Context: an optimization exercise on an open-source flow, tuned for small area and few clock cycles. The choices shown serve that exercise and are no tape-out recipe.
Only simulation tests tie the RTL to the original design; equivalence was not proved.

==> trial 27: inputs <==
==> flow/design.v <==
module crc_framer (
  input  wire       clk,
  input  wire       rst,           
  input  wire       host_we,
  input  wire [9:0] host_addr,
  input  wire [7:0] host_wdata,
  output reg  [7:0] host_rdata,
  output wire       busy
);
  localparam integer K   = 16;            
  localparam integer KB  = 4;             
  localparam integer CB  = 6 - KB;        
  localparam [2:0] RS_NONE  = 3'd0;       
  localparam [2:0] RS_OK    = 3'd1;       
  localparam [2:0] RS_FATAL = 3'd2;       
  localparam [2:0] RS_BAD   = 3'd3;       
  localparam [2:0] RS_NOSES = 3'd4;       
  localparam [2:0] RS_RANGE = 3'd5;       
  function [15:0] crc16_byte;
    input [15:0] crc_in;
    input [7:0]  b;
    integer k;
    reg [15:0] c;
    begin
      c = crc_in;
      for (k = 0; k < 8; k = k + 1) begin
        if (b[k] != c[15]) c = {c[14:0], 1'b0} ^ 16'h8005;
        else               c = {c[14:0], 1'b0};
      end
      crc16_byte = c;
    end
  endfunction
  reg        run;                
  reg        fmode;              
  reg        op_check;           
  reg [7:0]  pos;                
  reg [15:0] crc_acc;            
  reg [7:0]  last_op;
  reg        fatal, reject;
  reg [2:0]  res;
  reg [7:0]  opcode, param1;
  reg [15:0] param2;
  reg [7:0]  data_len, rx_expect_len, rx_max_len;
  reg [6:0]  bus_addr;
  reg [31:0] exec_time;
  reg [7:0]  wake_cap, nak_cap;
  reg [7:0]  crc_len;
  reg        vlive;              
  reg        vreg;               
  reg [15:0] crc_result;
  reg [15:0] crc_expect;
  reg [6:0]  frame_len;          
  reg [7:0]  fh_op, fh_p1;       
  reg [15:0] fh_p2;
  reg [15:0] fcrc;
  reg [8*56-1:0] fpay;           
  reg [8*64-1:0] data_buf;
  assign busy = run;
  wire done = (res != RS_NONE);
  wire       wr     = host_we && !run;
  wire       wr_lo  = wr && host_addr[9:5] == 5'd0;
  wire       wr_cmd = wr_lo && host_addr[4:0] == 5'h00;
  wire       is_frame_cmd = (host_wdata == 8'h10);
  wire [7:0] wd = host_wdata & {8{~rst}};
  function wsel;
    input [4:0] a;
    wsel = wr_lo && host_addr[4:0] == a;
  endfunction
  wire [7:0]  opcode_n   = rst ? 8'd0 : wsel(5'h08) ? host_wdata : opcode;
  wire [7:0]  param1_n   = rst ? 8'd0 : wsel(5'h09) ? host_wdata : param1;
  wire [7:0]  p2lo_n     = rst ? 8'd0 : wsel(5'h0A) ? host_wdata : param2[7:0];
  wire [7:0]  p2hi_n     = rst ? 8'd0 : wsel(5'h0B) ? host_wdata : param2[15:8];
  wire [7:0]  data_len_n = rst ? 8'd0 : wsel(5'h0C) ? host_wdata : data_len;
  always @(posedge clk) begin
    opcode   <= opcode_n;
    param1   <= param1_n;
    param2   <= {p2hi_n, p2lo_n};
    data_len <= data_len_n;
    if (rst || wsel(5'h0D)) rx_expect_len    <= wd;
    if (rst || wsel(5'h0E)) rx_max_len       <= wd;
    if (rst || wsel(5'h0F)) bus_addr         <= wd[6:0];
    if (rst || wsel(5'h10)) exec_time[7:0]   <= wd;
    if (rst || wsel(5'h11)) exec_time[15:8]  <= wd;
    if (rst || wsel(5'h12)) exec_time[23:16] <= wd;
    if (rst || wsel(5'h13)) exec_time[31:24] <= wd;
    if (rst || wsel(5'h14)) wake_cap         <= wd;
    if (rst || wsel(5'h15)) nak_cap          <= wd;
    if (rst || wsel(5'h18)) crc_len          <= wd;
    if (rst || wsel(5'h1C)) crc_expect[7:0]  <= wd;
    if (rst || wsel(5'h1D)) crc_expect[15:8] <= wd;
    if (rst || wr_cmd)      last_op          <= wd;
  end
  genvar gi;
  generate
    for (gi = 0; gi < 64; gi = gi + 1) begin : g_data
      always @(posedge clk)
        if (rst || (wr && host_addr == 10'h100 + gi))
          data_buf[8*gi +: 8] <= wd;
    end
  endgenerate
  wire [CB-1:0]  csel  = run ? pos[5:KB] : host_addr[5:KB];
  wire           ctail = run && pos[7:6] != 2'b00;    
  reg  [8*K-1:0] chunk;
  integer ci;
  always @(*) begin
    chunk = {8*K{1'b0}};
    for (ci = 0; ci < 64 / K; ci = ci + 1)
      chunk = chunk | (data_buf[ci*(8*K) +: 8*K] & {8*K{csel == ci && !ctail}});
  end
  wire [8*K-1:0] edata = chunk;
  wire        emode_f = run ? fmode : host_wdata[4];
  wire [7:0]  elen    = emode_f ? data_len : crc_len;
  wire [7:0]  rem     = elen - pos;
  wire        last    = (rem <= K);
  wire [KB:0] cnt     = last ? rem[KB:0] : K[KB:0];
  wire [15:0] ein     = emode_f ? crc_acc : {16{run}} & crc_acc;
  reg [15:0] st [0:K];
  integer j;
  always @(*) begin
    st[0] = ein;
    for (j = 0; j < K; j = j + 1)
      st[j+1] = crc16_byte(st[j], edata[8*j +: 8]);
  end
  wire [15:0] eout = st[cnt];
  wire [15:0] sa = crc_acc;
  wire [15:0] m64;
  assign m64[0]  = sa[0] ^ sa[1] ^ sa[2] ^ sa[3] ^ sa[4] ^ sa[5] ^ sa[6] ^ sa[7] ^ sa[14] ^ sa[15];
  assign m64[1]  = sa[0] ^ sa[1] ^ sa[2] ^ sa[3] ^ sa[4] ^ sa[5] ^ sa[6] ^ sa[7] ^ sa[8] ^ sa[15];
  assign m64[2]  = sa[0] ^ sa[8] ^ sa[9] ^ sa[14] ^ sa[15];
  assign m64[3]  = sa[1] ^ sa[9] ^ sa[10] ^ sa[15];
  assign m64[4]  = sa[2] ^ sa[10] ^ sa[11];
  assign m64[5]  = sa[3] ^ sa[11] ^ sa[12];
  assign m64[6]  = sa[4] ^ sa[12] ^ sa[13];
  assign m64[7]  = sa[5] ^ sa[13] ^ sa[14];
  assign m64[8]  = sa[0] ^ sa[6] ^ sa[14] ^ sa[15];
  assign m64[9]  = sa[1] ^ sa[7] ^ sa[15];
  assign m64[10] = sa[2] ^ sa[8];
  assign m64[11] = sa[3] ^ sa[9];
  assign m64[12] = sa[4] ^ sa[10];
  assign m64[13] = sa[5] ^ sa[11];
  assign m64[14] = sa[6] ^ sa[12];
  assign m64[15] = sa[0] ^ sa[1] ^ sa[2] ^ sa[3] ^ sa[4] ^ sa[5] ^ sa[6] ^ sa[13] ^ sa[14] ^ sa[15];
  wire skip = ctail && rem > 8'd64;
  wire [15:0] crc_h_n = crc16_byte(crc16_byte(crc16_byte(crc16_byte(crc16_byte(
                          16'h0000, data_len_n + 8'd7), opcode_n), param1_n),
                          p2lo_n), p2hi_n);
  wire start_crc   = wr_cmd && (host_wdata == 8'h01 || host_wdata == 8'h02);
  wire start_frame = wr_cmd && is_frame_cmd && data_len <= 8'd56;
  wire go          = (start_crc || start_frame) && !last;
  always @(posedge clk) begin
    if (rst) begin
      run      <= 1'b0;
      fmode    <= 1'b0;
      op_check <= 1'b0;
      pos      <= 8'd0;
    end else if (run) begin
      if (last) begin
        run   <= 1'b0;
        fmode <= 1'b0;
        pos   <= 8'd0;
      end else begin
        pos   <= pos + (skip ? 8'd64 : K[7:0]);
      end
    end else if (go) begin
      run      <= 1'b1;
      fmode    <= host_wdata[4];
      op_check <= host_wdata[1];
      pos      <= K[7:0];
    end
  end
  always @(posedge clk) begin
    if (run && !last) crc_acc <= skip ? m64 : eout;
    else if (go)      crc_acc <= eout;
    else              crc_acc <= crc_h_n;
  end
  wire fin_crc   = run ? (last && !fmode) : (start_crc && last);
  wire fin_chk   = fin_crc && (run ? op_check : host_wdata[1]);
  wire fin_frame = run ? (last && fmode) : (start_frame && last);
  always @(posedge clk) begin
    if (rst || fin_crc) crc_result <= rst ? 16'd0 : eout;
  end
  wire rx_eq     = (crc_result == crc_expect);
  wire crc_valid = vlive ? rx_eq : vreg;
  wire vfreeze   = fin_crc || wsel(5'h1C) || wsel(5'h1D);
  always @(posedge clk) begin
    if (rst) begin
      vlive <= 1'b0;
      vreg  <= 1'b0;
    end else if (vfreeze) begin
      vreg  <= crc_valid;
      vlive <= fin_chk;
    end
    if (fin_frame)      fcrc       <= eout;
  end
  always @(posedge clk) begin
    if (rst) begin
      fatal     <= 1'b0;
      reject    <= 1'b0;
      res       <= RS_NONE;
      frame_len <= 7'd0;
    end else begin
      if (host_we && run)
        reject <= 1'b1;
      if (run) begin
        if (last) begin
          res <= RS_OK;
          if (fmode) frame_len <= data_len[6:0] + 7'd8;
        end
      end else if (wr_cmd) begin
        res       <= RS_NONE;
        frame_len <= 7'd0;
        case (host_wdata)
          8'h01, 8'h02: if (last) res <= RS_OK;
          8'h10: begin
            if (data_len > 8'd56) begin
              reject <= 1'b1;
              res    <= RS_RANGE;
            end else if (last) begin
              frame_len <= data_len[6:0] + 7'd8;
              res       <= RS_OK;
            end
          end
          8'h20: begin
            fatal <= 1'b1;
            res   <= RS_FATAL;
          end
          8'h21, 8'h22, 8'h23, 8'h24, 8'h30, 8'h31: begin
            reject <= 1'b1;
            res    <= RS_NOSES;
          end
          default: begin
            reject <= 1'b1;
            res    <= RS_BAD;
          end
        endcase
      end else if (wsel(5'h02) && host_wdata[0]) begin
        reject    <= 1'b0;
        res       <= RS_NONE;
        frame_len <= 7'd0;
      end
    end
  end
  always @(posedge clk) begin
    if (wr_cmd && is_frame_cmd) begin
      fh_op <= opcode;
      fh_p1 <= param1;
      fh_p2 <= param2;
      fpay  <= data_buf[8*56-1:0];
    end
  end
  wire [5:0] fa = host_addr[5:0];
  wire [8*64-1:0] fimg = {16'h0000, fpay, fh_p2, fh_p1, fh_op,
                          1'b0, frame_len - 7'd1, 8'h03};
  reg  [7:0] fbyte;
  integer fi;
  always @(*) begin
    fbyte = 8'h00;
    for (fi = 0; fi < 64; fi = fi + 1)
      fbyte = fbyte | (fimg[fi*8 +: 8] & {8{fa == fi}});
    if ({1'b0, fa} == frame_len - 7'd2) fbyte = fcrc[7:0];
    if ({1'b0, fa} == frame_len - 7'd1) fbyte = fcrc[15:8];
  end
  wire fvalid = ({1'b0, fa} < frame_len);
  reg [3:0] kind, reason;
  always @(*) begin
    case (res)
      RS_OK:    begin kind = 4'd1; reason = 4'd0;  end
      RS_FATAL: begin kind = 4'd6; reason = 4'd7;  end
      RS_BAD:   begin kind = 4'd8; reason = 4'd10; end
      RS_NOSES: begin kind = 4'd8; reason = 4'd11; end
      RS_RANGE: begin kind = 4'd8; reason = 4'd14; end
      default:  begin kind = 4'd0; reason = 4'd0;  end
    endcase
  end
  always @(*) begin
    host_rdata = 8'h00;
    case (host_addr[9:8])
      2'b00: begin
        case (host_addr[7:0])
          8'h00: host_rdata = last_op;
          8'h01: host_rdata = {3'b000, 1'b0, reject, fatal, done, busy};
          8'h03: host_rdata = {4'd0, kind};
          8'h06: host_rdata = {4'd0, reason};
          8'h08: host_rdata = opcode;
          8'h09: host_rdata = param1;
          8'h0A: host_rdata = param2[7:0];
          8'h0B: host_rdata = param2[15:8];
          8'h0C: host_rdata = data_len;
          8'h0D: host_rdata = rx_expect_len;
          8'h0E: host_rdata = rx_max_len;
          8'h0F: host_rdata = {1'b0, bus_addr};
          8'h10: host_rdata = exec_time[7:0];
          8'h11: host_rdata = exec_time[15:8];
          8'h12: host_rdata = exec_time[23:16];
          8'h13: host_rdata = exec_time[31:24];
          8'h14: host_rdata = wake_cap;
          8'h15: host_rdata = nak_cap;
          8'h16: host_rdata = {1'b0, frame_len};
          8'h18: host_rdata = crc_len;
          8'h19: host_rdata = {7'd0, crc_valid};
          8'h1A: host_rdata = crc_result[7:0];
          8'h1B: host_rdata = crc_result[15:8];
          8'h1C: host_rdata = crc_expect[7:0];
          8'h1D: host_rdata = crc_expect[15:8];
          default: host_rdata = 8'h00;
        endcase
      end
      2'b01: if (host_addr[7:6] == 2'b00) host_rdata = chunk[host_addr[KB-1:0]*8 +: 8];
      2'b11: if (host_addr[7:6] == 2'b00 && fvalid) host_rdata = fbyte;
      default: host_rdata = 8'h00;
    endcase
  end
endmodule
==> flow/run.sh <==
#!/bin/bash
# synth_recipe.tcl (not shown) runs the flow's synth.tcl, then flattens the netlist and writes it again
# the make line also repeats each setting of config.mk as NAME=value (left out here)
make -C /OpenROAD-flow-scripts/flow DESIGN_CONFIG=/design/flow/config.mk WORK_HOME=/design/flow/orfs CLKGATE_MAP_FILE= SYNTH_SCRIPT=/design/flow/synth_recipe.tcl finish
==> flow/config.mk <==
export PLATFORM = sky130hd
export DESIGN_NAME = crc_framer
export DESIGN_NICKNAME = crc_framer
export VERILOG_FILES = /design/flow/design.v
export SDC_FILE = /design/flow/constraint.sdc
export NUM_CORES = 4
export LEC_CHECK = 0
export CAP_MARGIN = 20
export CORE_MARGIN = 2
export CORE_UTILIZATION = 55
export CTS_CLUSTER_DIAMETER = 80
export CTS_CLUSTER_SIZE = 30
export SLEW_MARGIN = 20
==> flow/constraint.sdc <==
create_clock -name core_clock -period 10.0 [get_ports {clk}]
set_input_delay 2.0000 -clock core_clock [delete_from_list [all_inputs] [get_ports {clk}]]
set_output_delay 2.0000 -clock core_clock [all_outputs]
set_load 0.01 [all_outputs]
==> inputs of build 81, as changes to trial 27 <==
--- a/flow/design.v
+++ b/flow/design.v
@@ -35,4 +35,5 @@
   reg        op_check;           
   reg [7:0]  pos;                
+  reg        spec;               
   reg [15:0] crc_acc;            
   reg [7:0]  last_op;
@@ -99,6 +100,7 @@
     end
   endgenerate
-  wire [CB-1:0]  csel  = run ? pos[5:KB] : host_addr[5:KB];
-  wire           ctail = run && pos[7:6] != 2'b00;    
+  wire           own   = run || (host_we && host_addr[9:8] == 2'b00);
+  wire [CB-1:0]  csel  = own ? pos[5:KB] : host_addr[5:KB];
+  wire           ctail = own && pos[7:6] != 2'b00;    
   reg  [8*K-1:0] chunk;
   integer ci;
@@ -109,10 +111,19 @@
   end
   wire [8*K-1:0] edata = chunk;
-  wire        emode_f = run ? fmode : host_wdata[4];
-  wire [7:0]  elen    = emode_f ? data_len : crc_len;
-  wire [7:0]  rem     = elen - pos;
-  wire        last    = (rem <= K);
-  wire [KB:0] cnt     = last ? rem[KB:0] : K[KB:0];
-  wire [15:0] ein     = emode_f ? crc_acc : {16{run}} & crc_acc;
+  function [KB:0] clip;
+    input [7:0] n;
+    clip = (n <= K) ? n[KB:0] : K[KB:0];
+  endfunction
+  wire [7:0]  rem_run  = (fmode ? data_len : crc_len) - pos;
+  wire [7:0]  rem_c    = crc_len - pos;
+  wire        last_run = (rem_run <= K);
+  wire        lastF    = (data_len <= K);
+  wire        lastC    = (rem_c <= K);
+  wire        last     = run ? last_run : (host_wdata[4] ? lastF : lastC);
+  wire [7:0]  rem      = run ? rem_run : rem_c;
+  wire [KB:0] cnt      = run ? clip(rem_run) :
+                         host_addr[4:0] != 5'h00 ? K[KB:0] :
+                         host_wdata[4] ? clip(data_len) : clip(rem_c);
+  wire [15:0] ein      = crc_acc & {16{run || spec || (host_wdata[4] && !host_addr[4])}};
   reg [15:0] st [0:K];
   integer j;
@@ -142,4 +153,5 @@
   assign m64[15] = sa[0] ^ sa[1] ^ sa[2] ^ sa[3] ^ sa[4] ^ sa[5] ^ sa[6] ^ sa[13] ^ sa[14] ^ sa[15];
   wire skip = ctail && rem > 8'd64;
+  wire [15:0] enext = skip ? m64 : eout;
   wire [15:0] crc_h_n = crc16_byte(crc16_byte(crc16_byte(crc16_byte(crc16_byte(
                           16'h0000, data_len_n + 8'd7), opcode_n), param1_n),
@@ -147,5 +159,12 @@
   wire start_crc   = wr_cmd && (host_wdata == 8'h01 || host_wdata == 8'h02);
   wire start_frame = wr_cmd && is_frame_cmd && data_len <= 8'd56;
-  wire go          = (start_crc || start_frame) && !last;
+  wire frame_fb    = start_frame && spec;
+  wire go          = (start_crc && !last) || (start_frame && (spec || !last));
+  wire wr_data     = wr && host_addr[9:6] == 4'b0100;
+  wire wr_len      = wsel(5'h18);
+  wire ahead_start = wr_len && !spec && host_wdata > K;
+  wire ahead_step  = spec && wr_lo && !wr_cmd && !wr_len && rem_c > K;
+  wire spec_n      = !rst && !run && !wr_cmd && !wr_data &&
+                     (spec ? !wr_len : ahead_start);
   always @(posedge clk) begin
     if (rst) begin
@@ -166,15 +185,25 @@
       fmode    <= host_wdata[4];
       op_check <= host_wdata[1];
+      pos      <= frame_fb ? 8'd0 : pos + (skip ? 8'd64 : K[7:0]);
+    end else if (ahead_start) begin
       pos      <= K[7:0];
+    end else if (ahead_step) begin
+      pos      <= pos + (skip ? 8'd64 : K[7:0]);
+    end else if (!spec_n) begin
+      pos      <= 8'd0;
     end
   end
   always @(posedge clk) begin
-    if (run && !last) crc_acc <= skip ? m64 : eout;
-    else if (go)      crc_acc <= eout;
-    else              crc_acc <= crc_h_n;
+    spec <= spec_n;
+    if (rst)
+      crc_acc <= crc_h_n;
+    else if ((run && !last) || (go && !frame_fb) || ahead_start || ahead_step)
+      crc_acc <= enext;
+    else if (!spec_n)
+      crc_acc <= crc_h_n;
   end
   wire fin_crc   = run ? (last && !fmode) : (start_crc && last);
   wire fin_chk   = fin_crc && (run ? op_check : host_wdata[1]);
-  wire fin_frame = run ? (last && fmode) : (start_frame && last);
+  wire fin_frame = run ? (last && fmode) : (start_frame && last && !spec);
   always @(posedge clk) begin
     if (rst || fin_crc) crc_result <= rst ? 16'd0 : eout;
@@ -216,5 +245,5 @@
               reject <= 1'b1;
               res    <= RS_RANGE;
-            end else if (last) begin
+            end else if (last && !spec) begin
               frame_len <= data_len[6:0] + 7'd8;
               res       <= RS_OK;
Settings changed: CAP_MARGIN 20 to 40, CTS_CLUSTER_SIZE 30 to 25, SETUP_SLACK_MARGIN set to 1.0.
==> run summary <==
- Build 81 finished clean. Trial 27 produced a clean layout.
- Between build 81 and trial 27, the lower sequential share of layout area is in build 81 (gap 0.29 points).
- Between trial 27 and build 81, the lower first-iteration DRC count is in trial 27 (gap 13%, measured against build 81).
- In build 81 the area after synthesis is lower than in trial 27, by 1.5%.
- Of trial 27 and build 81, trial 27 has the higher synthesized cell count (gap about 1.7%, measured against build 81).
- In build 81 the utilization is higher than in trial 27, by 1.7 points.
- Against trial 27, the register-to-register slack of build 81 is higher by 800 ps.
- Between build 81 and trial 27, the lower setup slack is in trial 27 (gap 570 ps).
Testbench counts of trial 27, summed over its fixed seeds: cycles 35,279.
Testbench counts of build 81, summed over its fixed seeds: cycles 33,628.

==> static timing again, ports no longer ideal <==
No port has a modelled driver above. Below, the same layouts with a new extraction and two added sets of constraints.
Step 1 assumes that a clkbuf_16 drives the clock port and a buf_2 every other input.
Step 2 also shifts input and output timing later by t, the mid clock arrival at the registers, as if the neighbouring blocks saw the same clock.
a / b / c = ideal / step 1 / step 2; a / b = the first two.
| run | t (ns) | setup WS [ns] | worst setup path after step 2 | clock arrival spread, ns | worst slew at a driven data input, ns |
|---|---|---|---|---|---|
| trial 27 | 0.805 | 0.293 / 0.258 / -0.149 | input to register | 0.083 / 0.083 | 0.04 |
| build 81 | 0.806 | 0.865 / 0.838 / 0.349 | input to register | 0.074 / 0.074 | 0.06 |
With both steps, setup timing fails in trial 27, where it was met with ideal ports. The setup slack of build 81, which loses most, moves by -0.027 ns with the drivers and by -0.516 ns with both steps.
